From an optimization exercise on the open Yosys and OpenROAD flow, aimed at small area, a short achievable clock period and few clock cycles; shortcuts taken in it are not production practice. RTL that was checked went through simulation tests only; none was proved equivalent to the original. Function not checked in run 1: the RTL went through the layout flow alone. Power is estimated from default activity; no workload was simulated.

## flow/config.mk

```make
export PLATFORM = sky130hd
export DESIGN_NAME = sdr_frame_tx
export DESIGN_NICKNAME = sdr_frame_tx
export VERILOG_FILES = /design/flow/design.v
export SDC_FILE = /design/flow/constraint.sdc
export NUM_CORES = 4
export LEC_CHECK = 0
export CAP_MARGIN = 20
export CORE_MARGIN = 2
export CORE_UTILIZATION = 65
export CTS_CLUSTER_DIAMETER = 70
export CTS_CLUSTER_SIZE = 28
export SLEW_MARGIN = 20
```

## flow/constraint.sdc

```tcl
create_clock -name core_clock -period 15.0 [get_ports {clk}]
set_input_delay 3.0000 -clock core_clock [delete_from_list [all_inputs] [get_ports {clk}]]
set_output_delay 3.0000 -clock core_clock [all_outputs]
set_load 0.01 [all_outputs]
```

## flow/design.v

```verilog
module sdr_frame_tx (
    input  wire       clk,
    input  wire       rst,
    input  wire       in_valid,
    output wire       in_ready,
    input  wire [7:0] in_data,
    output wire       out_valid,
    input  wire       out_ready,
    output wire [7:0] out_data,
    output wire       done
);
    localparam [2:0]  T_NONE = 3'd0,    
                      T_TRAIN = 3'd1, T_START = 3'd2, T_DATA = 3'd3,
                      T_PARITY = 3'd4, T_END = 3'd5, T_DONE = 3'd6;
    function automatic [6:0] lfsr8(input [6:0] st);
        integer j;
        reg [6:0] r;
        begin
            r = st;
            for (j = 0; j < 8; j = j + 1)
                r = {r[0] ^ r[4], r[6:1]};
            lfsr8 = r;
        end
    endfunction
    function automatic [6:0] ham_enc(input [3:0] d);
        ham_enc = {d, d[3] ^ d[2] ^ d[0], d[3] ^ d[1] ^ d[0], d[2] ^ d[1] ^ d[0]};
    endfunction
    function automatic [31:0] crc_nib(input [31:0] r0, input [3:0] d);
        integer j;
        reg [31:0] r;
        begin
            r = r0 ^ {28'd0, d};
            for (j = 0; j < 4; j = j + 1)
                r = r[0] ? ((r >> 1) ^ 32'hEDB88320) : (r >> 1);
            crc_nib = r;
        end
    endfunction
    function automatic [7:0] eos_byte(input [3:0] j);
        eos_byte = (j == 4'd0 || j == 4'd5) ? 8'h45 :
                   (j == 4'd1 || j == 4'd6) ? 8'h4F :
                   (j == 4'd2 || j == 4'd7) ? 8'h53 :
                   (j == 4'd3 || j == 4'd8) ? 8'h00 : 8'hFF;
    endfunction
    reg  [95:0] br_q;      
    reg  [95:0] ar_q;      
    reg  [4:0]  ph_q;      
    reg  [31:0] crc_q;
    reg  [6:0]  ks_q;      
    reg  [5:0]  cur_q;     
    reg  [7:0]  od_q;      
    reg         ov_q;
    reg  [2:0]  ft_q;      
    reg  [2:0]  slot_q;    
    reg         gini_q;    
    reg         eosm_q;    
    reg  [3:0]  fill_q;    
    reg         full_q;    
    reg         rdy_q;     
    reg         done_q;
    assign out_valid = ov_q;
    assign out_data  = od_q;
    assign in_ready  = rdy_q;
    assign done      = done_q;
    wire is_d = (ft_q == T_DATA);
    wire is_p = (ft_q == T_PARITY);
    wire pay  = (cur_q >= 6'd23) && (cur_q <= 6'd42);
    wire ring = (cur_q >= 6'd23) && (cur_q <= 6'd46);    
    wire [5:0] pidx = (cur_q >= 6'd23) ? cur_q - 6'd23 : cur_q + 6'd1;
    wire aligned = (ph_q == pidx[4:0]);
    wire [7:0] gid = br_q[95:88];     
    wire can  = (ft_q != T_DONE) && !(ft_q == T_NONE && cur_q == 6'd20) &&
                (cur_q < 6'd21 || cur_q > 6'd46 || aligned);
    wire main_free = !ov_q || out_ready;
    wire ld   = can && main_free;
    wire take = in_valid && rdy_q;
    wire [3:0] onib = (is_d ? br_q[95:92] : 4'd0) | (is_p ? ar_q[95:92] : 4'd0);
    wire [3:0] cnib = ph_q[0] ? ((is_d ? br_q[3:0] : 4'd0) | (is_p ? ar_q[3:0] : 4'd0))
                              : ((is_d ? br_q[91:88] : 4'd0) | (is_p ? ar_q[91:88] : 4'd0));
    wire [31:0] crc_f = ~crc_q;
    wire [7:0]  key   = {ks_q[0], ks_q[1], ks_q[2], ks_q[3], ks_q[4], ks_q[5], ks_q[6],
                         ks_q[0] ^ ks_q[4]};
    wire c20  = (cur_q == 6'd20);
    wire c21  = (cur_q == 6'd21);
    wire c22  = (cur_q == 6'd22);
    wire crcz = (cur_q >= 6'd43) && (cur_q <= 6'd46);
    wire [7:0] vb = ({8{pay}} & {1'b0, ham_enc(onib)}) |
                    ({8{c20}} & {5'd0, ft_q}) |
                    ({8{c21 && (is_d || is_p)}} & gid) |
                    ({8{c22}} & {5'd0, is_p, is_d & slot_q[1], is_d & slot_q[0]}) |
                    ({8{crcz}} & crc_f[31:24]);
    wire [7:0] kc = c20 ? 8'hFE : c21 ? 8'h3B : c22 ? 8'h14 : (cur_q == 6'd47) ? 8'h00 :
                    (cur_q == 6'd16) ? 8'h1A : (cur_q == 6'd17) ? 8'hCF :
                    (cur_q == 6'd18) ? 8'hFC : (cur_q == 6'd19) ? 8'h1D : 8'hAA;
    wire [7:0] fb = (ring ? key : kc) ^ vb;
    wire upd       = ld && pay && is_d;             
    wire frame_end = ld && (cur_q == 6'd47);
    wire       gw    = (ph_q == 5'd22) && (gini_q || (ld && is_p && cur_q == 6'd21));
    wire [7:0] gid_w = (gini_q || gid == 8'd255) ? 8'd1 : gid + 8'd1;
    wire [3:0] ahead = (slot_q != 3'd0) ? ar_q[95:92] : 4'd0;
    always @(posedge clk) begin
        br_q <= {take ? in_data[3:0] : gw ? gid_w[3:0] : br_q[91:88], br_q[87:0],
                 take ? in_data[7:4] : gw ? gid_w[7:4] : br_q[95:92]};
        ar_q <= {ar_q[91:0], upd ? ahead ^ br_q[95:92] : ar_q[95:92]};
        crc_q <= (ph_q < 5'd20) ? crc_nib(crc_q, cnib) : {crc_q[23:0], 8'hFF};
        ks_q <= (ph_q == 5'd23) ? 7'h7D : lfsr8(ks_q);
        if (rst)
            od_q <= 8'hAA;       
        else if (ld)
            od_q <= fb;
    end
    wire [4:0] ph_n   = (ph_q == 5'd23) ? 5'd0 : ph_q + 5'd1;
    wire [3:0] fill_n = take ? ((fill_q == 4'd9) ? 4'd0 : fill_q + 4'd1) : fill_q;
    wire       full_n = take ? (fill_q == 4'd9) : (full_q && !(ld && is_d && cur_q == 6'd46));
    always @(posedge clk) begin
        if (rst) begin
            ph_q   <= 5'd2;      
            cur_q  <= 6'd1;
            ov_q   <= 1'b1;
            ft_q   <= T_TRAIN;
            slot_q <= 3'd0;
            gini_q <= 1'b1;
            fill_q <= 4'd0;
            full_q <= 1'b0;
            rdy_q  <= 1'b0;
            done_q <= 1'b0;
        end else begin
            ph_q   <= ph_n;
            if (ph_q == 5'd22)
                gini_q <= 1'b0;
            fill_q <= fill_n;
            full_q <= full_n;
            rdy_q  <= !take && !full_n && (ph_n == {fill_q, 1'b0});
            done_q <= (ft_q == T_DONE) && !ov_q;
            if (main_free)
                ov_q <= ld;
            if (ld)
                cur_q <= (cur_q == 6'd47) ? 6'd0 : cur_q + 6'd1;
            if (ft_q == T_NONE && full_q) begin
                if (eosm_q)
                    ft_q  <= (slot_q != 3'd0) ? T_PARITY : T_END;
                else
                    ft_q  <= T_DATA;
            end
            if (frame_end) begin
                slot_q <= (is_p || (ft_q == T_START && slot_q == 3'd6)) ? 3'd0 : slot_q + 3'd1;
                case (ft_q)
                    T_TRAIN:  if (slot_q == 3'd3) ft_q <= T_START;
                    T_START:  if (slot_q == 3'd6) ft_q <= T_NONE;
                    T_DATA:   ft_q <= (slot_q == 3'd3) ? T_PARITY : T_NONE;
                    T_PARITY: ft_q <= T_NONE;    
                    default:  if (slot_q == 3'd2) ft_q <= T_DONE;
                endcase
            end
        end
    end
    always @(posedge clk)
        if (take)
            eosm_q <= (fill_q == 4'd0 || eosm_q) && (in_data == eos_byte(fill_q));
endmodule
```

## flow/flow/run.sh

```bash
#!/bin/bash
# Standard layout (standard.sh's make command), with two changes that keep the
# constraints as they are:
#  - synthesis maps the logic with an area-oriented ABC script (area.abc);
#  - timing repair aims well below the 15 ns clock period (setup margin 11 ns).
set -euo pipefail
cd "$(dirname "$0")/.."
W=$(pwd)
export SETUP_SLACK_MARGIN=11
export BUFFER_PORTS_ARGS="-buffer_cell sky130_fd_sc_hd__buf_1"
export AREA_ABC_SCRIPT=$W/flow/area.abc
export FLOW_SYNTH_TCL=$W/synth_recipe.tcl
sed "s#SYNTH_SCRIPT=[^ ]*synth_recipe.tcl#SYNTH_SCRIPT=$W/flow/area_synth.tcl#" standard.sh > area_standard.sh
grep -q "SYNTH_SCRIPT=$W/flow/area_synth.tcl" area_standard.sh
bash area_standard.sh > standard_make.log 2>&1
```

## flow/flow/area.abc

```
&get -n
&st
&dch
&nf -R 1000 -p
&put
```

## flow/flow/area_synth.tcl

```tcl
# The standard flow's synthesis (synth_recipe.tcl, sourced unchanged), with only the ABC
# mapping script replaced by an area-oriented one (flow/area.abc). The
# registers, their names and cell types come out as in the standard
# synthesis; only the combinational mapping differs.
proc abc {args} {
  set i [lsearch $args -script]
  if {$i >= 0} {
    set args [lreplace $args [expr {$i + 1}] [expr {$i + 1}] $::env(AREA_ABC_SCRIPT)]
  }
  yosys abc {*}$args
}
source $::env(FLOW_SYNTH_TCL)
```

## flow/standard.sh

```bash
#!/bin/bash
# synth_recipe.tcl (not shown) runs the flow's synth.tcl, then flattens the netlist and writes it again
# the make line also repeats each setting of config.mk as NAME=value (left out here)
make -C /OpenROAD-flow-scripts/flow DESIGN_CONFIG=/design/flow/config.mk WORK_HOME=/design/flow/orfs CLKGATE_MAP_FILE= SYNTH_SCRIPT=/design/flow/synth_recipe.tcl "${@:-finish}"
```

==> out/metrics.csv, run 1 <==
metric,value,unit
cts bufs inserted,14,
initial core utilization,0.658,
clk buf depth,3,
pre-CTS WS,10.53,ns
CTS root buffer,clkbuf_16,
vias in the first global route,5170,
final std cells w/o fill,961,
final setup fails,0,
FF-to-FF End,crc_q[19],
grt met2 use,0.421,
1st-pass router iterations,7,
"Avg Cell Area, Syn",11.1,µm²
post-synth top area share,0.644,
"slowest stage cell, crit path",dfxtp_1,
hold path startpoint,br_q[48],
Clk pwr share,0.257,
FF+latch area,0.00534,mm²
share of cells above drive strength 1,0.0570,
Post-synth top cells,"265 x dfxtp_1, 65 x nor2_1, 57 x nand2_1",
DRC,0,
Max VDD drop,0.129,mV
total global-route track usage,0.249,
DR WL/cell,17.0,µm
sw power,0.000450,W
largest net degree at the start of global routing,54,
Die H,117,µm
top-count cell post-synth,dfxtp_1,
# IOs,23,
"flops & latches, synth",266,
DR vias/cell,5.56,
Worst Path Max Fanout,2,
Synth Cell Area,0.00824,mm²
Final Max Slew Viols,0,
Syn Nets,766,
design area,0.00909,mm²
DRT iter0 DRCs,434,
# fillers,864,
Final min period,3.97,ns
via count,5340,
critical path class,flip-flop to output port,
P_int,0.00113,W
Final Hold Vio Count,0,
Post-synth EDFFs,1,
nature of the critical path endpoint,output port,
ys flop type,dfxtp_1,
setup_tns,0,ns
global placer's final weighted congestion,0.925,
final setup margin,11.03,ns
Layout area overhead,10.4,%
footprint of the multi-input gates,0.00292,mm²
# Max-Cap Violations,0,
CP endpoint,out_data[5],
unique cell type count in the Yosys netlist,44,
CTS H-tree lvls,1,
Hold Path Class,flip-flop to flip-flop,
cell-by-cell listing of the critical path,clkbuf_2,
Area after DPL,0.00862,mm²
WP data required,12.00,ns
Rel. slew slack,0.331,
crit path launch,od_q[5],
busiest layer in global routing,met2,
total congestion overflow,0,
clock latency on the worst-skew pair,0.50,ns
synth top area cells,"dfxtp_1 64%, xnor2_1 4.9%, xor2_1 3.8%, a21oi_1 3.3%, nor2_1 3.0%",
crit path launch type,flip-flop,
Placed Cells incl. Taps,939,
# rows,41,
Tightest Pin Transition,0.996,ns
Hold Worst Slack,0.317,ns
r2r worst-path depth,9,
Seq pwr share,0.542,
core area,0.0125,mm²
CP max stage delay,0.36,ns
critical path depth in cells,1,
Nets,808,
RSZ-0062 raised after global routing,no,
dpl hpwl,10.6,mm
Peak Freq,252,MHz
clock skew,0.0423,ns
CP Data Arrival Time,0.97,ns
Leak,3.44,nW
r2r setup slk,11.38,ns
clk sinks,266,
Bufs and invs on worst path,1,
crit-path leading delay family,flip-flops,
sequential area share after synthesis,0.648,
first-pass GRT wire length,26.6,mm
start of the worst register-to-register path,ft_q[0],
Tcrit/Tclk final,0.265,
Pwr Density,174,mW/mm²
M3 GR Usage,0.0337,
grt met1 use,0.336,
Comb pwr share,0.200,
antenna cell count,0,
Sw Ratio,0.284,
Die Width,117,µm
yosys warns,1,
status,"complete, no violations",
leading area contributor after synthesis,dfxtp_1,
Detailed Route WL,16.3,mm
initial antenna violation count,0,
die area,0.0136,mm²
"antenna viol nets, final",0,
clock slew at reported path FFs,0.10,ns
Port Buf Inserts,22,
Post-Synthesis Cells,742,
Post-synth ARST share,0,
CTS tree,done,
## how the worst min path moves through the flow
stage,endpoint,cells after the start
after floorplan,ar_q[10],0
after global placement,br_q[26],0
after detailed placement,br_q[18],0
after CTS,ar_q[82],0
after global routing,br_q[52],0
final,br_q[52],0
## layout by cell type, fill, tap and decap left out, types with 12 or more instances in the layout
cell	count
clkbuf_16	14
ha_1	12
xnor2_1	45
a21oi_1	54
buf_1	13
dfxtp_1	263
o22ai_1	12
o21ai_0	33
nand2_1	57
nor2_1	62
xor2_1	36
clkinv_1	12
nand3_1	18
## metrics by stage
stage | power [W] | util
6_report | 0.00158 | 0.726
3_5_place_dp | 0.00118 | 0.688
5_1_grt | 0.00166 | 0.726
4_1_cts | 0.00159 | 0.724
3_3_place_gp | 0.00117 | 0.688
2_1_floorplan | 0.00111 | -
## per-layer routing
layer | routed length [µm] | up-vias
met3 | 743 | 33
met1 | 7340 | 2503
met5 | 0 | -
met2 | 7830 | 140
li1 | - | 2664
met4 | 408 | 0
## cell families (layout without fill, tap and decap cells)
group / Yosys count / in the layout / share of synthesized area
DFF: 266 / 266 / 0.648
xor gates and xnor gates: 82 / 82 / 0.0872
buffers and inverters: 13 / 60 / 0.00593
muxes: 3 / 3 / 0.00410
and+or+nand+nor: 194 / 194 / 0.108
adders and majority gates: 12 / 12 / 0.0182
AOI/OAI and AO/OA: 172 / 172 / 0.129
## power by group through the flow
stage | clock network (W) | registers [W] | logic (W)
2_1_floorplan | 0 | 0.000853 | 0.000255
3_3_place_gp | 0 | 0.000869 | 0.000298
3_5_place_dp | 0 | 0.000870 | 0.000310
4_1_cts | 0.000415 | 0.000858 | 0.000316
5_1_grt | 0.000440 | 0.000867 | 0.000357
6_report | 0.000408 | 0.000859 | 0.000317
## layout make-up
type,instances,share of cell area
Sequential cell,266,0.587
Clock inverter,4,0.00716
Multi-Input combinational cell,463,0.321
Timing Repair Buffer,26,0.0143
Tap cell,172,0.0237
Inverter,13,0.00551
Clock buffer,17,0.0409
## registers in the layout (all words and copies together), names as in the netlist
name,count
gini_q,1
crc_q,32
fill_q,4
od_q,8
ar_q,96
br_q,96
done_q,1
eosm_q,1
full_q,1
ov_q,1
cur_q,6
ft_q,3
rdy_q,1
ks_q,7
slot_q,3
ph_q,5
## repair_timing
action	4_1_cts	5_1_grt
hold buffers	0	0
cloned	0	0
pin swaps	1	0
setup buffers	1	0
gates resized for setup	2	11
endpoints found under the setup margin	2	23
==> run 2: changes to the inputs <==
--- a/flow/design.v
+++ b/flow/design.v
@@ -47,5 +47,6 @@
     reg  [31:0] crc_q;
     reg  [6:0]  ks_q;      
-    reg  [5:0]  cur_q;     
+    reg         ch_q;      
+    reg  [4:0]  cq_q;      
     reg  [7:0]  od_q;      
     reg         ov_q;
@@ -64,11 +65,17 @@
     wire is_d = (ft_q == T_DATA);
     wire is_p = (ft_q == T_PARITY);
-    wire pay  = (cur_q >= 6'd23) && (cur_q <= 6'd42);
-    wire ring = (cur_q >= 6'd23) && (cur_q <= 6'd46);    
-    wire [5:0] pidx = (cur_q >= 6'd23) ? cur_q - 6'd23 : cur_q + 6'd1;
-    wire aligned = (ph_q == pidx[4:0]);
+    wire c23  = !ch_q && (cq_q == 5'd23);
+    wire pay  = c23 || (ch_q && cq_q <= 5'd18);        
+    wire ring = c23 || (ch_q && cq_q <= 5'd22);        
+    wire c46  = ch_q && (cq_q == 5'd22);
+    wire c47  = ch_q && (cq_q == 5'd23);
+    wire [4:0] cq_i = cq_q + 5'd1;
+    wire aligned = (cq_q == 5'd23) ? (ph_q == 5'd0) : (ph_q == cq_i);
     wire [7:0] gid = br_q[95:88];     
-    wire can  = (ft_q != T_DONE) && !(ft_q == T_NONE && cur_q == 6'd20) &&
-                (cur_q < 6'd21 || cur_q > 6'd46 || aligned);
+    wire c20  = !ch_q && (cq_q == 5'd20);
+    wire c21  = !ch_q && (cq_q == 5'd21);
+    wire c22  = !ch_q && (cq_q == 5'd22);
+    wire can  = (ft_q != T_DONE) && !(ft_q == T_NONE && c20) &&
+                (!(c21 || c22 || ring) || aligned);
     wire main_free = !ov_q || out_ready;
     wire ld   = can && main_free;
@@ -80,8 +87,5 @@
     wire [7:0]  key   = {ks_q[0], ks_q[1], ks_q[2], ks_q[3], ks_q[4], ks_q[5], ks_q[6],
                          ks_q[0] ^ ks_q[4]};
-    wire c20  = (cur_q == 6'd20);
-    wire c21  = (cur_q == 6'd21);
-    wire c22  = (cur_q == 6'd22);
-    wire crcz = (cur_q >= 6'd43) && (cur_q <= 6'd46);
+    wire crcz = ch_q && (cq_q >= 5'd19) && (cq_q <= 5'd22);    
     wire [7:0] vb = ({8{pay}} & {1'b0, ham_enc(onib)}) |
                     ({8{c20}} & {5'd0, ft_q}) |
@@ -89,11 +93,11 @@
                     ({8{c22}} & {5'd0, is_p, is_d & slot_q[1], is_d & slot_q[0]}) |
                     ({8{crcz}} & crc_f[31:24]);
-    wire [7:0] kc = c20 ? 8'hFE : c21 ? 8'h3B : c22 ? 8'h14 : (cur_q == 6'd47) ? 8'h00 :
-                    (cur_q == 6'd16) ? 8'h1A : (cur_q == 6'd17) ? 8'hCF :
-                    (cur_q == 6'd18) ? 8'hFC : (cur_q == 6'd19) ? 8'h1D : 8'hAA;
+    wire [7:0] kc = c20 ? 8'hFE : c21 ? 8'h3B : c22 ? 8'h14 : ch_q ? 8'h00 :
+                    (cq_q == 5'd16) ? 8'h1A : (cq_q == 5'd17) ? 8'hCF :
+                    (cq_q == 5'd18) ? 8'hFC : (cq_q == 5'd19) ? 8'h1D : 8'hAA;
     wire [7:0] fb = (ring ? key : kc) ^ vb;
     wire upd       = ld && pay && is_d;             
-    wire frame_end = ld && (cur_q == 6'd47);
-    wire       gw    = (ph_q == 5'd22) && (gini_q || (ld && is_p && cur_q == 6'd21));
+    wire frame_end = ld && c47;
+    wire       gw    = (ph_q == 5'd22) && (gini_q || (ld && is_p && c21));
     wire [7:0] gid_w = (gini_q || gid == 8'd255) ? 8'd1 : gid + 8'd1;
     wire [3:0] ahead = (slot_q != 3'd0) ? ar_q[95:92] : 4'd0;
@@ -111,9 +115,10 @@
     wire [4:0] ph_n   = (ph_q == 5'd23) ? 5'd0 : ph_q + 5'd1;
     wire [3:0] fill_n = take ? ((fill_q == 4'd9) ? 4'd0 : fill_q + 4'd1) : fill_q;
-    wire       full_n = take ? (fill_q == 4'd9) : (full_q && !(ld && is_d && cur_q == 6'd46));
+    wire       full_n = take ? (fill_q == 4'd9) : (full_q && !(ld && is_d && c46));
     always @(posedge clk) begin
         if (rst) begin
             ph_q   <= 5'd2;      
-            cur_q  <= 6'd1;
+            ch_q   <= 1'b0;
+            cq_q   <= 5'd1;
             ov_q   <= 1'b1;
             ft_q   <= T_TRAIN;
@@ -134,6 +139,9 @@
             if (main_free)
                 ov_q <= ld;
-            if (ld)
-                cur_q <= (cur_q == 6'd47) ? 6'd0 : cur_q + 6'd1;
+            if (ld) begin
+                cq_q <= (cq_q == 5'd23) ? 5'd0 : cq_i;
+                if (cq_q == 5'd23)
+                    ch_q <= !ch_q;
+            end
             if (ft_q == T_NONE && full_q) begin
                 if (eosm_q)
--- a/flow/config.mk
+++ b/flow/config.mk
@@ -11,3 +11,5 @@
 export CTS_CLUSTER_DIAMETER = 70
 export CTS_CLUSTER_SIZE = 28
+export GPL_ROUTABILITY_DRIVEN = 0
+export GPL_TIMING_DRIVEN = 0
 export SLEW_MARGIN = 20
==> out/metrics.csv, run 2 <==
metric,value,unit
start of the worst register-to-register path,ft_q[1],
DRC,0,
CTS root buffer,clkbuf_16,
RSZ-0062 raised after global routing,no,
Syn Nets,759,
core area,0.0122,mm²
"antenna viol nets, final",0,
hold path startpoint,ar_q[23],
WP data required,12.00,ns
Tcrit/Tclk final,0.265,
setup_tns,0,ns
largest net degree at the start of global routing,36,
crit path launch type,flip-flop,
final std cells w/o fill,948,
Peak Freq,252,MHz
clock slew at reported path FFs,0.10,ns
largest registers,"ar_q (96), br_q (96), crc_q (32)",
Hold Path Class,flip-flop to flip-flop,
Rel. slew slack,0.332,
"Avg Cell Area, Syn",11.1,µm²
sequential area share after synthesis,0.652,
vias in the first global route,4861,
r2r worst-path depth,9,
Placed Cells incl. Taps,926,
post-synth top area share,0.648,
via count,5311,
Hold Path End,ar_q[27],
crit path launch,od_q[3],
Die Width,116,µm
share of cells above drive strength 1,0.0615,
Detailed Route WL,14.8,mm
CTS tree,done,
Nets,800,
CP max stage delay,0.36,ns
Hold Buf Count CTS,0,
clk sinks,266,
Layout area overhead,10.6,%
Tightest Pin Transition,0.995,ns
crit-path leading delay family,flip-flops,
Final Util,0.744,
total global-route track usage,0.223,
dpl hpwl,9.91,mm
Final Max Slew Viols,0,
first-pass GRT wire length,24.1,mm
Final Hold Vio Count,0,
Synth Cell Area,0.00818,mm²
Die H,116,µm
# rows,40,
critical path class,flip-flop to output port,
Post-synth ARST share,0,
total congestion overflow,0,
hold path cells,0,
initial antenna violation count,0,
FF+latch area,0.00534,mm²
Max VDD drop,0.153,mV
clock latency on the worst-skew pair,0.48,ns
cell-by-cell listing of the critical path,buf_2,
Worst Path Max Fanout,2,
FF-to-FF End,crc_q[18],
clk buf depth,3,
# IOs,23,
most frequent cells in the layout,"262 x dfxtp_1, 64 x nor2_1, 59 x xnor2_1, 55 x a21oi_1, 53 x nand2_1",
DRT iter0 DRCs,389,
Post-synth top cells,"265 x dfxtp_1, 69 x nor2_1, 60 x xnor2_1",
status,"complete, no violations",
Final min period,3.98,ns
final setup fails,0,
CP Data Arrival Time,0.98,ns
leading area contributor after synthesis,dfxtp_1,
# fillers,845,
DR WL/cell,15.6,µm
1st-pass router iterations,5,
Hold Worst Slack,0.325,ns
top-count cell post-synth,dfxtp_1,
unique cell type count in the Yosys netlist,41,
r2r setup slk,11.30,ns
die area,0.0135,mm²
Pwr Density,176,mW/mm²
CTS H-tree lvls,1,
"slowest stage cell, crit path",dfxtp_1,
Leak,3.42,nW
initial core utilization,0.673,
"flops & latches, synth",266,
footprint of the multi-input gates,0.00289,mm²
Post-synth EDFFs,1,
antenna cell count,0,
Post-Synthesis Cells,735,
synth top area cells,"dfxtp_1 65%, xnor2_1 6.4%, a21oi_1 3.4%, nor2_1 3.2%, xor2_1 2.9%",
nature of the critical path endpoint,output port,
"most common cell after layout, fill and taps aside",dfxtp_1,
ys flop type,dfxtp_1,
DR vias/cell,5.60,
# Max-Cap Violations,0,
Port Buf Inserts,22,
clock skew,0.0174,ns
Bufs and invs on worst path,1,
yosys warns,1,
cts bufs inserted,14,
-- run 2: cell count changes in the layout (fill, tap and decap cells not counted), sizes merged, moves of 5 or more --
cell	before	now
xnor2	46	60
nand3	18	12
and3	3	8
clkbuf	25	20
clkinv	17	12
xor2	36	27
-- run 2: worst max path at each step --
stage | to | cells past startpoint
floorplan | br_q[2] | 7
global placement | crc_q[4] | 2
detailed placement | ar_q[1] | 8
CTS | out_data[1] | 1
global route | crc_q[18] | 9
finish | out_data[3] | 1
-- run 2: what timing repair did --
item	4_1_cts	5_1_grt
endpoints found under the setup margin	5	18
gates resized for setup	5	10
gates cloned	0	0
hold endpoints to repair	0	0
pin swaps	0	1
setup buffers	0	2
-- run 2: per-stage QoR --
step | total power [W] | area [µm²] | worst slack (ns)
after global placement | 0.00117 | 8530 | 10.24
after floorplan | 0.00112 | 8240 | 11.00
after global routing | 0.00167 | 9050 | 11.00
after detailed placement | 0.00119 | 8570 | 10.57
final | 0.00159 | 9050 | 11.02
after CTS | 0.00159 | 9010 | 11.01
-- run 2: layer usage --
| metal | up-vias | track usage | wire [µm] | share of wire |
|---|---|---|---|---|
| met3 | 28 | 0.0353 | 992 | 0.067 |
| met2 | 165 | 0.347 | 6460 | 0.44 |
| li1 | 2626 | - | - | - |
| met5 | - | 0 | 0 | 0 |
| met4 | 0 | 0.0595 | 327 | 0.022 |
| met1 | 2492 | 0.327 | 6990 | 0.47 |
-- run 2: cells by family after synthesis --
family,share of synthesized area
xor+xnor,0.0931
compound gates,0.123
flops,0.652
fa+ha+maj,0.0183
simple gates,0.104
mux,0.00413
buf+inv,0.00505
-- run 2: area by class of cell --
class                      instances  share of cell area
sequential                       266               0.590
multi-input combinational        458               0.319
clock buffer                      16              0.0419
tap                              168              0.0232
timing repair buffer              25              0.0151
clock inverter                     4             0.00581
inverter                          11             0.00470
-- run 2: power by group --
part           leakage (nW)  internal, W  switching [W]
sequential             2.17     0.000796      0.0000613
combinational          1.04     0.000159       0.000163
clock                 0.211     0.000189       0.000221
total                  3.42      0.00114       0.000445
Testbench counts of run 2, summed over its fixed seeds: cycles 32,640.
==> run 3: changes to the inputs <==
--- a/flow/flow/run.sh
+++ b/flow/flow/run.sh
@@ -7,5 +7,5 @@
 cd "$(dirname "$0")/.."
 W=$(pwd)
-export SETUP_SLACK_MARGIN=11
+export SETUP_SLACK_MARGIN=11.05
 export BUFFER_PORTS_ARGS="-buffer_cell sky130_fd_sc_hd__buf_1"
 export AREA_ABC_SCRIPT=$W/flow/area.abc
--- a/flow/config.mk
+++ b/flow/config.mk
@@ -11,5 +11,3 @@
 export CTS_CLUSTER_DIAMETER = 70
 export CTS_CLUSTER_SIZE = 28
-export GPL_ROUTABILITY_DRIVEN = 0
-export GPL_TIMING_DRIVEN = 0
 export SLEW_MARGIN = 20
==> out/metrics.csv, run 3 <==
metric,value,unit
CP max stage delay,0.34,ns
antenna cell count,0,
Leak,3.46,nW
Hold Path End,ar_q[74],
top-count cell post-synth,dfxtp_1,
Tcrit/Tclk final,0.262,
unique cell type count in the Yosys netlist,41,
crit path launch,od_q[7],
"flops & latches, synth",266,
# fillers,828,
yosys warns,1,
WP data required,12.00,ns
# IOs,23,
Bufs and invs on worst path,1,
vias in the first global route,5063,
largest net degree at the start of global routing,54,
clock skew,0.0176,ns
largest registers,"ar_q (96), br_q (96), crc_q (32)",
Worst Path Max Fanout,2,
Hold Worst Slack,0.329,ns
clk buf depth,3,
start of the worst register-to-register path,ft_q[0],
Post-synth ARST share,0,
Final Util,0.749,
first-pass GRT wire length,25.3,mm
critical path class,flip-flop to output port,
"slowest stage cell, crit path",dfxtp_2,
DRT iter0 DRCs,498,
synth top area cells,"dfxtp_1 65%, xnor2_1 6.4%, a21oi_1 3.4%, nor2_1 3.2%, xor2_1 2.9%",
total congestion overflow,0,
hold path cells,0,
Rel. slew slack,0.312,
cell-by-cell listing of the critical path,buf_6,
CTS root buffer,clkbuf_16,
Hold Path Class,flip-flop to flip-flop,
Post-Synthesis Cells,735,
core area,0.0122,mm²
initial core utilization,0.673,
Layout area overhead,11.3,%
via count,5367,
clock latency on the worst-skew pair,0.48,ns
"most common cell after layout, fill and taps aside",dfxtp_1,
Max VDD drop,0.155,mV
Final Max Slew Viols,0,
1st-pass router iterations,5,
crit path launch type,flip-flop,
Port Buf Inserts,22,
FF-to-FF End,crc_q[19],
r2r worst-path depth,9,
cts bufs inserted,14,
# rows,40,
final setup fails,0,
CTS tree,done,
total global-route track usage,0.238,
clock slew at reported path FFs,0.10,ns
Die Width,116,µm
leading area contributor after synthesis,dfxtp_1,
dpl hpwl,10.6,mm
r2r setup slk,11.36,ns
Final Hold Vio Count,0,
"Avg Cell Area, Syn",11.1,µm²
clk sinks,266,
DRC,0,
initial antenna violation count,0,
setup_tns,0,ns
DR vias/cell,5.65,
most frequent cells in the layout,"255 x dfxtp_1, 65 x nor2_1, 59 x xnor2_1, 55 x a21oi_1, 53 x nand2_1",
Tightest Pin Transition,1.03,ns
Final min period,3.94,ns
die area,0.0135,mm²
# Max-Cap Violations,0,
DR WL/cell,16.7,µm
CP Data Arrival Time,0.94,ns
share of cells above drive strength 1,0.0729,
Die H,116,µm
Synth Cell Area,0.00818,mm²
Hold Buf Count CTS,0,
nature of the critical path endpoint,output port,
Pwr Density,175,mW/mm²
Peak Freq,254,MHz
crit-path leading delay family,flip-flops,
Syn Nets,759,
"antenna viol nets, final",0,
ys flop type,dfxtp_1,
hold path startpoint,ar_q[70],
global placer's final weighted congestion,0.846,
sequential area share after synthesis,0.652,
Post-synth top cells,"265 x dfxtp_1, 69 x nor2_1, 60 x xnor2_1",
status,"complete, no violations",
post-synth top area share,0.648,
Detailed Route WL,15.9,mm
CTS H-tree lvls,1,
RSZ-0062 raised after global routing,yes,
Nets,802,
Post-synth EDFFs,1,
-- run 3: changes by cell type in the layout (fill, tap and decap cells not counted), moves of 3 or more --
| cell | previous run | this run |
|---|---|---|
| o21ai_0 | 33 | 30 |
| buf_6 | 0 | 7 |
| buf_4 | 2 | 5 |
| dfxtp_1 | 262 | 255 |
| clkbuf_2 | 4 | 1 |
| o21ai_1 | 8 | 11 |
| dfxtp_2 | 3 | 10 |
-- run 3: cells by family after synthesis --
group	share of synthesized area
flops	0.652
xor+xnor	0.0931
mux	0.00413
simple gates	0.104
buf+inv	0.00505
compound gates	0.123
fa+ha+maj	0.0183
-- run 3: worst max path at each step --
| stage | endpoint | slack, ns | cells past startpoint |
|---|---|---|---|
| 3_5_place_dp | br_q[1] | 10.59 | 8 |
| 3_3_place_gp | br_q[2] | 10.68 | 8 |
| 5_1_grt | crc_q[18] | 11.03 | 9 |
| 4_1_cts | in_ready | 11.05 | 1 |
| 6_report | out_data[7] | 11.06 | 1 |
| 2_1_floorplan | br_q[0] | 11.01 | 7 |
-- run 3: routing by layer --
metal	vias to the layer above	routed length [µm]	GRT usage
met5	-	0	0.00370
met1	2550	7270	0.337
li1	2623	-	-
met2	164	7320	0.384
met4	0	362	0.0722
met3	30	902	0.0327
-- run 3: cell type report --
| type | count | area (µm²) | share of cell area |
|---|---|---|---|
| sequential | 266 | 5350 | 0.587 |
| multi-input combinational | 458 | 2890 | 0.318 |
| clock buffer | 17 | 383 | 0.0421 |
| tap | 168 | 210 | 0.0231 |
| timing repair buffer | 27 | 178 | 0.0195 |
| clock inverter | 3 | 52.6 | 0.00577 |
| inverter | 11 | 42.5 | 0.00467 |
-- run 3: report_power, final --
group          switching, W  internal, W  total, W
Combinational      0.000165     0.000163  0.000327
Sequential        0.0000618     0.000796  0.000858
Clock              0.000220     0.000189  0.000409
Total              0.000446      0.00115   0.00159
-- run 3: metrics by stage --
step	power, W	instances	setup WS, ns	area, µm²
3_5_place_dp	0.00119	929	10.59	8580
4_1_cts	0.00160	949	11.05	9040
2_1_floorplan	0.00112	735	11.01	8240
3_3_place_gp	0.00117	929	10.68	8580
6_report	0.00159	950	11.06	9100
5_1_grt	0.00167	950	11.03	9100
-- run 3: repair_timing --
action / CTS / global route
setup buffers: 0 / 1
setup endpoints to repair: 10 / 27
gates resized for setup: 20 / 10
pin swaps: 0 / 1
==> run 4: changes to the inputs <==
--- a/flow/flow/run.sh
+++ b/flow/flow/run.sh
@@ -7,5 +7,5 @@
 cd "$(dirname "$0")/.."
 W=$(pwd)
-export SETUP_SLACK_MARGIN=11.05
+export SETUP_SLACK_MARGIN=11.12
 export BUFFER_PORTS_ARGS="-buffer_cell sky130_fd_sc_hd__buf_1"
 export AREA_ABC_SCRIPT=$W/flow/area.abc
==> out/metrics.csv, run 4 <==
metric,value,unit
Worst Path Max Fanout,2,
Hold Path Class,flip-flop to flip-flop,
Detailed Route WL,15.7,mm
share of cells above drive strength 1,0.0801,
r2r setup slk,11.47,ns
Post-Synthesis Cells,735,
cts bufs inserted,14,
Tcrit/Tclk final,0.262,
met1 wire length,7.39,mm
ys flop type,dfxtp_1,
clk buf depth,3,
"Avg Cell Area, Syn",11.1,µm²
highest routed metal layer,met4,
most frequent cells in the layout,"255 x dfxtp_1, 65 x nor2_1, 59 x xnor2_1, 55 x a21oi_1, 53 x nand2_1",
"most common cell after layout, fill and taps aside",dfxtp_1,
Tightest Pin Transition,0.859,ns
Post-synth ARST share,0,
clock slew at reported path FFs,0.10,ns
Layout area overhead,11.9,%
antenna cell count,0,
# rows,40,
DR WL/cell,16.4,µm
Die H,116,µm
CTS H-tree lvls,1,
dpl hpwl,10.2,mm
Final Util,0.753,
CP Data Arrival Time,0.93,ns
CTS tree,done,
Clk pwr share,0.257,
pre-CTS WS,10.61,ns
status,"complete, no violations",
# IOs,23,
met2 wire length,7.01,mm
Final Hold Vio Count,0,
nature of the critical path endpoint,output port,
"antenna viol nets, final",0,
DR vias/cell,5.57,
synth top area cells,"dfxtp_1 65%, xnor2_1 6.4%, a21oi_1 3.4%, nor2_1 3.2%, xor2_1 2.9%",
clk sinks,266,
Max VDD drop,0.159,mV
vias in the first global route,5092,
DRT iter0 DRCs,413,
final setup fails,0,
WP data required,12.00,ns
sequential area share after synthesis,0.652,
largest net degree at the start of global routing,54,
Final Max Slew Viols,0,
DRC,0,
critical path class,flip-flop to output port,
Die Width,116,µm
Post-synth EDFFs,1,
Leak,3.49,nW
Pwr Density,175,mW/mm²
CTS root buffer,clkbuf_16,
yosys warns,1,
RSZ-0062 raised after global routing,yes,
first-pass GRT wire length,25.0,mm
global placer's final weighted congestion,0.849,
crit-path leading delay family,flip-flops,
total congestion overflow,0,
Hold Buf Count CTS,0,
initial core utilization,0.673,
clock latency on the worst-skew pair,0.48,ns
P_int,0.00115,W
"flops & latches, synth",266,
top-count cell post-synth,dfxtp_1,
Rel. slew slack,0.427,
final setup margin,11.07,ns
Synth Cell Area,0.00818,mm²
Comb pwr share,0.206,
Syn Nets,759,
total global-route track usage,0.234,
clock skew,0.0133,ns
Sw Ratio,0.280,
cell-by-cell listing of the critical path,buf_6,
Peak Freq,254,MHz
sw power,0.000448,W
Seq pwr share,0.536,
Post-synth top cells,"265 x dfxtp_1, 69 x nor2_1, 60 x xnor2_1",
die area,0.0135,mm²
Port Buf Inserts,22,
1st-pass router iterations,5,
leading area contributor after synthesis,dfxtp_1,
unique cell type count in the Yosys netlist,41,
CP max stage delay,0.34,ns
initial antenna violation count,0,
"slowest stage cell, crit path",dfxtp_2,
core area,0.0122,mm²
post-synth top area share,0.648,
Bufs and invs on worst path,1,
via count,5315,
met3 wire len,910,µm
largest registers,"ar_q (96), br_q (96), crc_q (32)",
setup_tns,0,ns
Final min period,3.93,ns
# Max-Cap Violations,0,
crit path launch type,flip-flop,
Nets,807,
## run 4: cell count changes in the layout (fill, tap and decap cells not counted), sizes merged
| cell | previous run | this run |
|---|---|---|
| buf | 26 | 32 |
| clkbuf | 18 | 16 |
| clkinv | 13 | 12 |
| inv | 1 | 3 |
## run 4: area by class of cell
| cell class | instances | area (µm²) |
|---|---|---|
| clock inverters | 4 | 48.8 |
| inverters | 11 | 42.5 |
| well taps | 168 | 210 |
| clock buffers | 16 | 379 |
| repair buffers | 32 | 231 |
| fillers | 796 | 3010 |
| flip-flops and latches | 266 | 5350 |
| multi-input cells | 458 | 2900 |
## run 4: cells by family (layout without fill, tap and decap cells)
logic type,after synthesis,in the layout,synth area share
adders and majority gates,12,12,0.0183
and+or+nand+nor,189,189,0.104
DFF,266,266,0.652
muxes,3,3,0.00413
xor gates and xnor gates,87,87,0.0931
buffers and inverters,11,63,0.00505
AOI/OAI and AO/OA,167,167,0.123
## run 4: timing repair
action | 4_1_cts | 5_1_grt
pin swaps | 1 | 1
endpoints found under the hold margin | 0 | 0
endpoints found under the setup margin | 15 | 14
setup buffers | 1 | 4
resized for setup | 30 | 4
## run 4: per-layer routing
metal,vias up,track usage
li1,2628,-
met1,2477,0.325
met5,-,0
met4,0,0.0651
met2,178,0.384
met3,32,0.0379
## run 4: power by group through the flow
stage	combinational (W)	sequential (W)	clock [W]
detailed placement	0.000320	0.000870	0
global placement	0.000310	0.000867	0
global route	0.000371	0.000867	0.000443
finish	0.000330	0.000858	0.000411
CTS	0.000328	0.000857	0.000418
floorplan	0.000263	0.000854	0
## run 4: through the flow
| stage | cells | instance area (µm²) | hold WS (ns) | power, W |
|---|---|---|---|---|
| 3_5_place_dp | 930 | 8590 | 0.312 | 0.00119 |
| 4_1_cts | 951 | 9110 | 0.328 | 0.00160 |
| 5_1_grt | 955 | 9160 | 0.330 | 0.00168 |
| 2_1_floorplan | 735 | 8250 | 0.310 | 0.00112 |
| 3_3_place_gp | 930 | 8590 | 0.312 | 0.00118 |
| 6_report | 955 | 9160 | 0.329 | 0.00160 |
## run 4: worst paths after layout
check / from / cells past startpoint / end
min reg2reg: ar_q[47] / 0 / ar_q[51]
max reg2reg: ft_q[1] / 9 / crc_q[18]
min: ar_q[47] / 0 / ar_q[51]
max: od_q[7] / 1 / out_data[7]
==> run 5: changes to the inputs <==
--- a/flow/flow/run.sh
+++ b/flow/flow/run.sh
@@ -7,5 +7,5 @@
 cd "$(dirname "$0")/.."
 W=$(pwd)
-export SETUP_SLACK_MARGIN=11.12
+export SETUP_SLACK_MARGIN=11
 export BUFFER_PORTS_ARGS="-buffer_cell sky130_fd_sc_hd__buf_1"
 export AREA_ABC_SCRIPT=$W/flow/area.abc
==> out/metrics.csv, run 5 <==
metric,value,unit
Rel. slew slack,0.335,
largest registers,"ar_q (96), br_q (96), crc_q (32)",
Final Max Slew Viols,0,
Worst Path Max Fanout,2,
antenna cell count,0,
# IOs,23,
Port Buf Inserts,22,
total global-route track usage,0.233,
sequential area share after synthesis,0.652,
ys flop type,dfxtp_1,
setup_tns,0,ns
CTS root buffer,clkbuf_16,
clk sinks,266,
RSZ-0062 raised after global routing,no,
nature of the critical path endpoint,output port,
initial antenna violation count,0,
cell-by-cell listing of the critical path,clkbuf_2,
Max VDD drop,0.168,mV
CTS H-tree lvls,1,
CP Data Arrival Time,0.96,ns
first-pass GRT wire length,25.0,mm
Bufs and invs on worst path,1,
r2r setup slk,11.45,ns
Final Hold Vio Count,0,
core area,0.0122,mm²
Hold Buf Count CTS,0,
Final min period,3.96,ns
critical path depth in cells,1,
Nets,802,
vias in the first global route,5114,
DR vias/cell,5.52,
Layout area overhead,10.3,%
"most common cell after layout, fill and taps aside",dfxtp_1,
CP max stage delay,0.35,ns
# fillers,861,
WP data required,12.00,ns
Final Util,0.742,
start of the worst register-to-register path,ft_q[0],
Syn Nets,759,
CTS tree,done,
top-count cell post-synth,dfxtp_1,
"Avg Cell Area, Syn",11.1,µm²
Post-synth ARST share,0,
"flops & latches, synth",266,
Die H,116,µm
Tightest Pin Transition,0.991,ns
post-synth top area share,0.648,
status,"complete, no violations",
clk buf depth,3,
final setup fails,0,
# Max-Cap Violations,0,
cts bufs inserted,14,
Post-Synthesis Cells,735,
clock skew,0.0167,ns
r2r worst-path depth,9,
crit path launch type,flip-flop,
clock slew at reported path FFs,0.10,ns
most frequent cells in the layout,"262 x dfxtp_1, 65 x nor2_1, 60 x xnor2_1, 55 x a21oi_1, 53 x nand2_1",
"slowest stage cell, crit path",dfxtp_1,
critical path class,flip-flop to output port,
Die Width,116,µm
Detailed Route WL,15.3,mm
leading area contributor after synthesis,dfxtp_1,
initial core utilization,0.673,
dpl hpwl,10.4,mm
Post-synth EDFFs,1,
FF-to-FF End,crc_q[19],
DRT iter0 DRCs,434,
total congestion overflow,0,
Leak,3.42,nW
# rows,40,
via count,5246,
share of cells above drive strength 1,0.0601,
DR WL/cell,16.1,µm
DRC,0,
largest net degree at the start of global routing,54,
Hold Path Class,flip-flop to flip-flop,
Pwr Density,176,mW/mm²
crit-path leading delay family,flip-flops,
global placer's final weighted congestion,0.847,
synth top area cells,"dfxtp_1 65%, xnor2_1 6.4%, a21oi_1 3.4%, nor2_1 3.2%, xor2_1 2.9%",
crit path launch,od_q[3],
Post-synth top cells,"265 x dfxtp_1, 69 x nor2_1, 60 x xnor2_1",
CP endpoint,out_data[3],
unique cell type count in the Yosys netlist,41,
clock latency on the worst-skew pair,0.47,ns
1st-pass router iterations,5,
Synth Cell Area,0.00818,mm²
Tcrit/Tclk final,0.264,
die area,0.0135,mm²
yosys warns,1,
"antenna viol nets, final",0,
Peak Freq,252,MHz
[run 5: changes by cell type in the layout (fill, tap and decap cells not counted), moves of 5 or more]
cell / before / now
buf_6: 10 / 0
dfxtp_1: 255 / 262
dfxtp_2: 10 / 3
clkbuf_2: 0 / 6
o21ai_0: 29 / 34
o21ai_1: 12 / 7
[run 5: logic make-up (layout without fill, tap and decap cells)]
logic type      count (synthesis)  count (layout)  synth area share
fa+ha+maj                      12              12            0.0183
compound gates                167             167             0.123
flops                         266             266             0.652
simple gates                  189             189             0.104
buf+inv                        11              58           0.00505
mux                             3               3           0.00413
xor+xnor                       87              87            0.0931
[run 5: timing repair]
action	4_1_cts	5_1_grt
endpoints found under the setup margin	3	10
endpoints found under the hold margin	0	0
setup buffers	0	1
pin swaps	0	1
gates resized for setup	3	10
[run 5: worst min-delay path by stage]
stage | from | end | slack [ns] | cells past startpoint
after global placement | br_q[23] | br_q[27] | 0.31 | 0
after CTS | ar_q[27] | ar_q[31] | 0.33 | 0
after detailed placement | ar_q[14] | ar_q[18] | 0.31 | 0
final | br_q[32] | br_q[36] | 0.33 | 0
after floorplan | ar_q[6] | ar_q[10] | 0.31 | 0
after global routing | br_q[32] | br_q[36] | 0.33 | 0
[run 5: area by class of cell]
class / count / area [µm²] / area share
inverter: 11 / 42.5 / 0.00471
clock inverter: 4 / 46.3 / 0.00513
multi-input combinational: 458 / 2880 / 0.319
sequential: 266 / 5340 / 0.591
timing repair buffer: 27 / 130 / 0.0144
tap: 168 / 210 / 0.0233
clock buffer: 16 / 379 / 0.0420
[run 5: metal layers]
metal / wire, µm / vias up / track usage / part of all wire
met1: 7520 / 2466 / 0.331 / 0.49
met4: 368 / 0 / 0.0611 / 0.024
met3: 687 / 25 / 0.0327 / 0.045
li1: - / 2622 / - / -
met2: 6720 / 133 / 0.379 / 0.44
met5: 0 / - / 0 / 0
[run 5: report_power, final]
| part | total (W) | leakage (nW) | internal (W) | switching, W |
|---|---|---|---|---|
| Combinational | 0.000323 | 1.04 | 0.000160 | 0.000163 |
| Clock | 0.000408 | 0.209 | 0.000188 | 0.000220 |
| Sequential | 0.000855 | 2.17 | 0.000796 | 0.0000591 |
[run 5: per-stage QoR]
stage                     hold slack [ns]  worst slack (ns)  instances  total power, W  cell area (µm²)
after CTS                           0.327             11.01        949         0.00160             9010
after floorplan                     0.310             11.00        735         0.00112             8240
after global routing                0.332             10.99        950         0.00167             9030
final                               0.327             11.04        950         0.00159             9030
after global placement              0.312             10.71        929         0.00117             8570
after detailed placement            0.312             10.65        929         0.00119             8570
==> run 6: changes to the inputs <==
--- a/flow/config.mk
+++ b/flow/config.mk
@@ -9,5 +9,5 @@
 export CORE_MARGIN = 2
 export CORE_UTILIZATION = 65
-export CTS_CLUSTER_DIAMETER = 70
-export CTS_CLUSTER_SIZE = 28
+export CTS_CLUSTER_DIAMETER = 80
+export CTS_CLUSTER_SIZE = 34
 export SLEW_MARGIN = 20
==> out/metrics.csv, run 6 <==
metric,value,unit
status,"complete, no violations",
# IOs,23,
Die Width,116,µm
crit-path leading delay family,flip-flops,
Port Buf Inserts,22,
Worst Path Max Fanout,2,
share of cells above drive strength 1,0.0616,
"slowest stage cell, crit path",dfxtp_1,
unique cell type count in the Yosys netlist,41,
total congestion overflow,0,
Hold Path End,ar_q[31],
CP Data Arrival Time,0.97,ns
Max VDD drop,0.234,mV
CP max stage delay,0.36,ns
final setup fails,0,
most frequent cells in the layout,"261 x dfxtp_1, 65 x nor2_1, 59 x xnor2_1, 55 x a21oi_1, 53 x nand2_1",
Bufs and invs on worst path,1,
hold path cells,0,
sequential area share after synthesis,0.652,
FF-to-FF End,crc_q[18],
Hold Buf Count CTS,0,
Hold Worst Slack,0.327,ns
"flops & latches, synth",266,
Nets,800,
CTS root buffer,clkbuf_16,
cts bufs inserted,12,
Detailed Route WL,15.2,mm
synth top area cells,"dfxtp_1 65%, xnor2_1 6.4%, a21oi_1 3.4%, nor2_1 3.2%, xor2_1 2.9%",
Final min period,3.97,ns
clock latency on the worst-skew pair,0.48,ns
1st-pass router iterations,5,
Layout area overhead,9.80,%
clk sinks,266,
core area,0.0122,mm²
Post-Synthesis Cells,735,
Peak Freq,252,MHz
Post-synth top cells,"265 x dfxtp_1, 69 x nor2_1, 60 x xnor2_1",
Pwr Density,173,mW/mm²
Final Util,0.739,
largest net degree at the start of global routing,54,
crit path launch type,flip-flop,
Post-synth EDFFs,1,
Post-synth ARST share,0,
largest registers,"ar_q (96), br_q (96), crc_q (32)",
nature of the critical path endpoint,output port,
"antenna viol nets, final",0,
DRT iter0 DRCs,416,
Final Max Slew Viols,0,
Tcrit/Tclk final,0.264,
Tightest Pin Transition,0.913,ns
start of the worst register-to-register path,ft_q[1],
clock slew at reported path FFs,0.11,ns
ys flop type,dfxtp_1,
top-count cell post-synth,dfxtp_1,
Final Hold Vio Count,0,
# rows,40,
"Avg Cell Area, Syn",11.1,µm²
initial antenna violation count,0,
DR WL/cell,16.1,µm
Tot Pwr,0.00156,W
DR vias/cell,5.55,
clock skew,0.0220,ns
Syn Nets,759,
Die H,116,µm
Leak,3.40,nW
critical path class,flip-flop to output port,
via count,5256,
initial core utilization,0.673,
DRC,0,
vias in the first global route,5053,
dpl hpwl,10.4,mm
antenna cell count,0,
Rel. slew slack,0.391,
r2r worst-path depth,9,
yosys warns,1,
"most common cell after layout, fill and taps aside",dfxtp_1,
Hold Path Class,flip-flop to flip-flop,
# Max-Cap Violations,0,
Synth Cell Area,0.00818,mm²
post-synth top area share,0.648,
clk buf depth,3,
global placer's final weighted congestion,0.847,
WP data required,12.00,ns
r2r setup slk,11.23,ns
hold path startpoint,ar_q[27],
total global-route track usage,0.229,
cell-by-cell listing of the critical path,clkbuf_2,
CTS H-tree lvls,1,
RSZ-0062 raised after global routing,yes,
leading area contributor after synthesis,dfxtp_1,
first-pass GRT wire length,24.6,mm
die area,0.0135,mm²
# fillers,858,
setup_tns,0,ns
CTS tree,done,
==> run 6: cells by family (layout without fill, tap and decap cells) <==
logic type,Yosys count,in the layout,share of synthesized area
XOR/XNOR,87,87,0.0931
buffers and inverters,11,55,0.00505
AO/OA/AOI/OAI,167,167,0.123
multiplexers,3,3,0.00413
adder cells (fa/ha/maj),12,12,0.0183
AND/OR/NAND/NOR,189,189,0.104
flip-flops,266,266,0.652
==> run 6: routing by layer <==
metal / vias to the layer above / GRT usage / routed length [µm]
met5: - / 0 / 0
met4: 0 / 0.0532 / 324
met3: 26 / 0.0265 / 625
met2: 143 / 0.375 / 6720
met1: 2472 / 0.329 / 7540
li1: 2615 / - / -
==> run 6: worst max path at each step <==
stage                       end  slack, ns  startpoint  cells past startpoint
finish              out_data[6]      11.03     od_q[6]                      1
global placement        br_q[2]      10.71   out_ready                      8
CTS                 out_data[3]      11.01     od_q[3]                      1
global route          crc_q[18]      10.95     ft_q[1]                      9
floorplan               br_q[2]      11.00   out_ready                      7
detailed placement      br_q[1]      10.65   out_ready                      8
==> run 6: metrics by stage <==
stage,instance area [µm²],setup slack (ns),cells
final,8990,11.03,947
after global routing,8990,10.95,947
after CTS,8950,11.01,946
after detailed placement,8570,10.65,929
after global placement,8570,10.71,929
after floorplan,8240,11.00,735
==> run 6: where the power goes <==
part / internal [W] / leakage [nW] / total, W / switching [W]
clock network: 0.000165 / 0.183 / 0.000376 / 0.000211
registers: 0.000796 / 2.17 / 0.000857 / 0.0000605
logic: 0.000161 / 1.05 / 0.000325 / 0.000164
==> run 6: repair_timing <==
item | 4_1_cts | 5_1_grt
hold endpoints to repair | 0 | 0
setup endpoints to repair | 2 | 17
setup buffers | 0 | 1
gates resized for setup | 2 | 14
pin swaps | 0 | 1
==> run 6: final cells by class <==
cell class,instances,area (µm²),area share
multi-input cells,458,2890,0.321
inverters,11,42.5,0.00473
well taps,168,210,0.0234
flip-flops and latches,266,5340,0.594
clock inverters,3,45.0,0.00501
clock buffers,14,329,0.0366
repair buffers,27,133,0.0148
==> run 7: changes to the inputs <==
--- a/flow/config.mk
+++ b/flow/config.mk
@@ -9,5 +9,5 @@
 export CORE_MARGIN = 2
 export CORE_UTILIZATION = 65
-export CTS_CLUSTER_DIAMETER = 80
-export CTS_CLUSTER_SIZE = 34
+export CTS_CLUSTER_DIAMETER = 90
+export CTS_CLUSTER_SIZE = 24
 export SLEW_MARGIN = 20
==> out/metrics.csv, run 7 <==
metric,value,unit
Final Util,0.742,
initial core utilization,0.673,
core area,0.0122,mm²
CP max stage delay,0.35,ns
DR vias/cell,5.59,
Die H,116,µm
cts bufs inserted,15,
RSZ-0062 raised after global routing,no,
Hold Buf Count CTS,0,
Rel. slew slack,0.336,
Peak Freq,252,MHz
Final Max Slew Viols,0,
CTS H-tree lvls,1,
nature of the critical path endpoint,output port,
most frequent cells in the layout,"260 x dfxtp_1, 65 x nor2_1, 60 x xnor2_1, 55 x a21oi_1, 53 x nand2_1",
CTS root buffer,clkbuf_16,
"slowest stage cell, crit path",dfxtp_1,
"Avg Cell Area, Syn",11.1,µm²
largest registers,"ar_q (96), br_q (96), crc_q (32)",
Final min period,3.97,ns
Post-synth EDFFs,1,
design area,0.00902,mm²
share of cells above drive strength 1,0.0628,
DRT iter0 DRCs,385,
critical path class,flip-flop to output port,
Placed Cells incl. Taps,929,
setup_tns,0,ns
Nets,803,
WP data required,12.00,ns
footprint of the multi-input gates,0.00288,mm²
1st-pass router iterations,7,
clock skew,0.0304,ns
Tightest Pin Transition,0.988,ns
ys flop type,dfxtp_1,
Bufs and invs on worst path,1,
synth top area cells,"dfxtp_1 65%, xnor2_1 6.4%, a21oi_1 3.4%, nor2_1 3.2%, xor2_1 2.9%",
Post-Synthesis Cells,735,
Max VDD drop,0.227,mV
# rows,40,
Detailed Route WL,15.6,mm
Port Buf Inserts,22,
"most common cell after layout, fill and taps aside",dfxtp_1,
unique cell type count in the Yosys netlist,41,
CP Data Arrival Time,0.97,ns
DRC,0,
clk sinks,266,
largest net degree at the start of global routing,54,
leading area contributor after synthesis,dfxtp_1,
Worst Path Max Fanout,2,
DR WL/cell,16.5,µm
dpl hpwl,10.4,mm
clock latency on the worst-skew pair,0.49,ns
Post-synth top cells,"265 x dfxtp_1, 69 x nor2_1, 60 x xnor2_1",
Die Width,116,µm
Post-synth ARST share,0,
clk buf depth,3,
status,"complete, no violations",
Syn Nets,759,
die area,0.0135,mm²
crit-path leading delay family,flip-flops,
clock slew at reported path FFs,0.09,ns
sequential area share after synthesis,0.652,
total global-route track usage,0.240,
crit path launch type,flip-flop,
via count,5299,
vias in the first global route,5191,
FF+latch area,0.00534,mm²
Synth Cell Area,0.00818,mm²
Hold Worst Slack,0.321,ns
first-pass GRT wire length,25.6,mm
"flops & latches, synth",266,
total congestion overflow,0,
antenna cell count,0,
Layout area overhead,10.3,%
Hold Path Class,flip-flop to flip-flop,
# Max-Cap Violations,0,
Final Hold Vio Count,0,
"antenna viol nets, final",0,
Pwr Density,176,mW/mm²
final std cells w/o fill,948,
Area after DPL,0.00857,mm²
top-count cell post-synth,dfxtp_1,
# fillers,859,
final setup fails,0,
yosys warns,1,
Tcrit/Tclk final,0.264,
Leak,3.41,nW
global placer's final weighted congestion,0.847,
post-synth top area share,0.648,
# IOs,23,
cell-by-cell listing of the critical path,clkbuf_2,
CTS tree,done,
initial antenna violation count,0,
[run 7: cell counts after synthesis]
Identical to the previous run, type by type.
[run 7: kinds of logic after synthesis]
family,Yosys count,share of synthesized area
xor+xnor,87,0.0931
buf+inv,11,0.00505
fa+ha+maj,12,0.0183
simple gates,189,0.104
flops,266,0.652
compound gates,167,0.123
mux,3,0.00413
[run 7: repair_timing]
action,CTS,global route
buffers inserted,0,1
pin swaps,0,1
endpoints found under the setup margin,4,14
resized for setup,4,13
[run 7: layer usage]
| metal | share of wire | vias to the layer above | track usage |
|---|---|---|---|
| met3 | 0.048 | 26 | 0.0322 |
| li1 | - | 2619 | - |
| met1 | 0.49 | 2515 | 0.341 |
| met2 | 0.45 | 139 | 0.392 |
| met4 | 0.021 | 0 | 0.0595 |
| met5 | 0 | - | 0 |
[run 7: cell type report]
| type | instances | share of cell area |
|---|---|---|
| clock buffers | 16 | 0.0420 |
| clock inverters | 2 | 0.00430 |
| inverters | 11 | 0.00471 |
| multi-input cells | 458 | 0.319 |
| flip-flops and latches | 266 | 0.592 |
| well taps | 168 | 0.0233 |
| repair buffers | 27 | 0.0147 |
[run 7: where the power goes]
part           internal, W  total [W]  switching [W]
Combinational     0.000160   0.000324       0.000164
Sequential        0.000796   0.000856      0.0000602
Clock             0.000186   0.000404       0.000217
Total              0.00114    0.00158       0.000442
[run 7: final timing paths]
path / startpoint / end / slack (ns) / cells after the start
setup / recovery: od_q[6] / out_data[6] / 11.03 / 1
hold / removal: ar_q[86] / ar_q[90] / 0.32 / 0
setup reg to reg: ft_q[0] / crc_q[18] / 11.40 / 9
hold reg to reg: ar_q[86] / ar_q[90] / 0.32 / 0
[run 7: per-stage QoR]
step / power (W) / worst slack (ns)
after floorplan: 0.00112 / 11.00
after global placement: 0.00117 / 10.71
after detailed placement: 0.00119 / 10.65
after CTS: 0.00159 / 11.00
after global routing: 0.00166 / 11.00
final: 0.00158 / 11.03
[run 7: worst register-to-register path: cells and delay by family (launching register included)]
| kind | cells | cell delay [ns] |
|---|---|---|
| xor+xnor | 4 | 1.84 |
| simple gates | 3 | 0.59 |
| flops | 1 | 0.54 |
| compound gates | 2 | 0.50 |

==> what the ideal ports hide <==
Ports are ideal in the flow. The routed layouts listed here were re-timed in OpenROAD.
Step 1 (the two cells are an assumption about what drives the block):
set clk [get_ports {clk}]
set_driving_cell -lib_cell sky130_fd_sc_hd__clkbuf_16 $clk
set_driving_cell -lib_cell sky130_fd_sc_hd__buf_2 [delete_from_list [all_inputs] $clk]
Step 2 moves the port delays by t, midway between the first and last clock arrival at a register: inputs arrive t later, outputs are due t later. That takes back most of the time a late clock gives input paths.
Three values: ideal ports, drivers, drivers and shift; two values: the first two.
run	shift t [ns]	slack for setup (ns)	worst register clock-pin slew, ns
run 1	0.525	11.027 / 10.984 / 10.578	0.11 / 0.11
run 2	0.514	11.025 / 10.982 / 10.660	0.10 / 0.10
run 3	0.518	11.065 / 11.021 / 10.704	0.10 / 0.10
run 4	0.510	11.067 / 11.027 / 10.666	0.10 / 0.10
run 5	0.508	11.036 / 10.994 / 10.759	0.10 / 0.10
run 6	0.507	11.034 / 10.992 / 10.761	0.11 / 0.11
run 7	0.512	11.033 / 10.992 / 10.737	0.10 / 0.10
After both steps setup and hold are still met in every run listed. The setup slack of run 1, which loses most, moves by -0.043 ns with the drivers and by -0.449 ns with both steps.
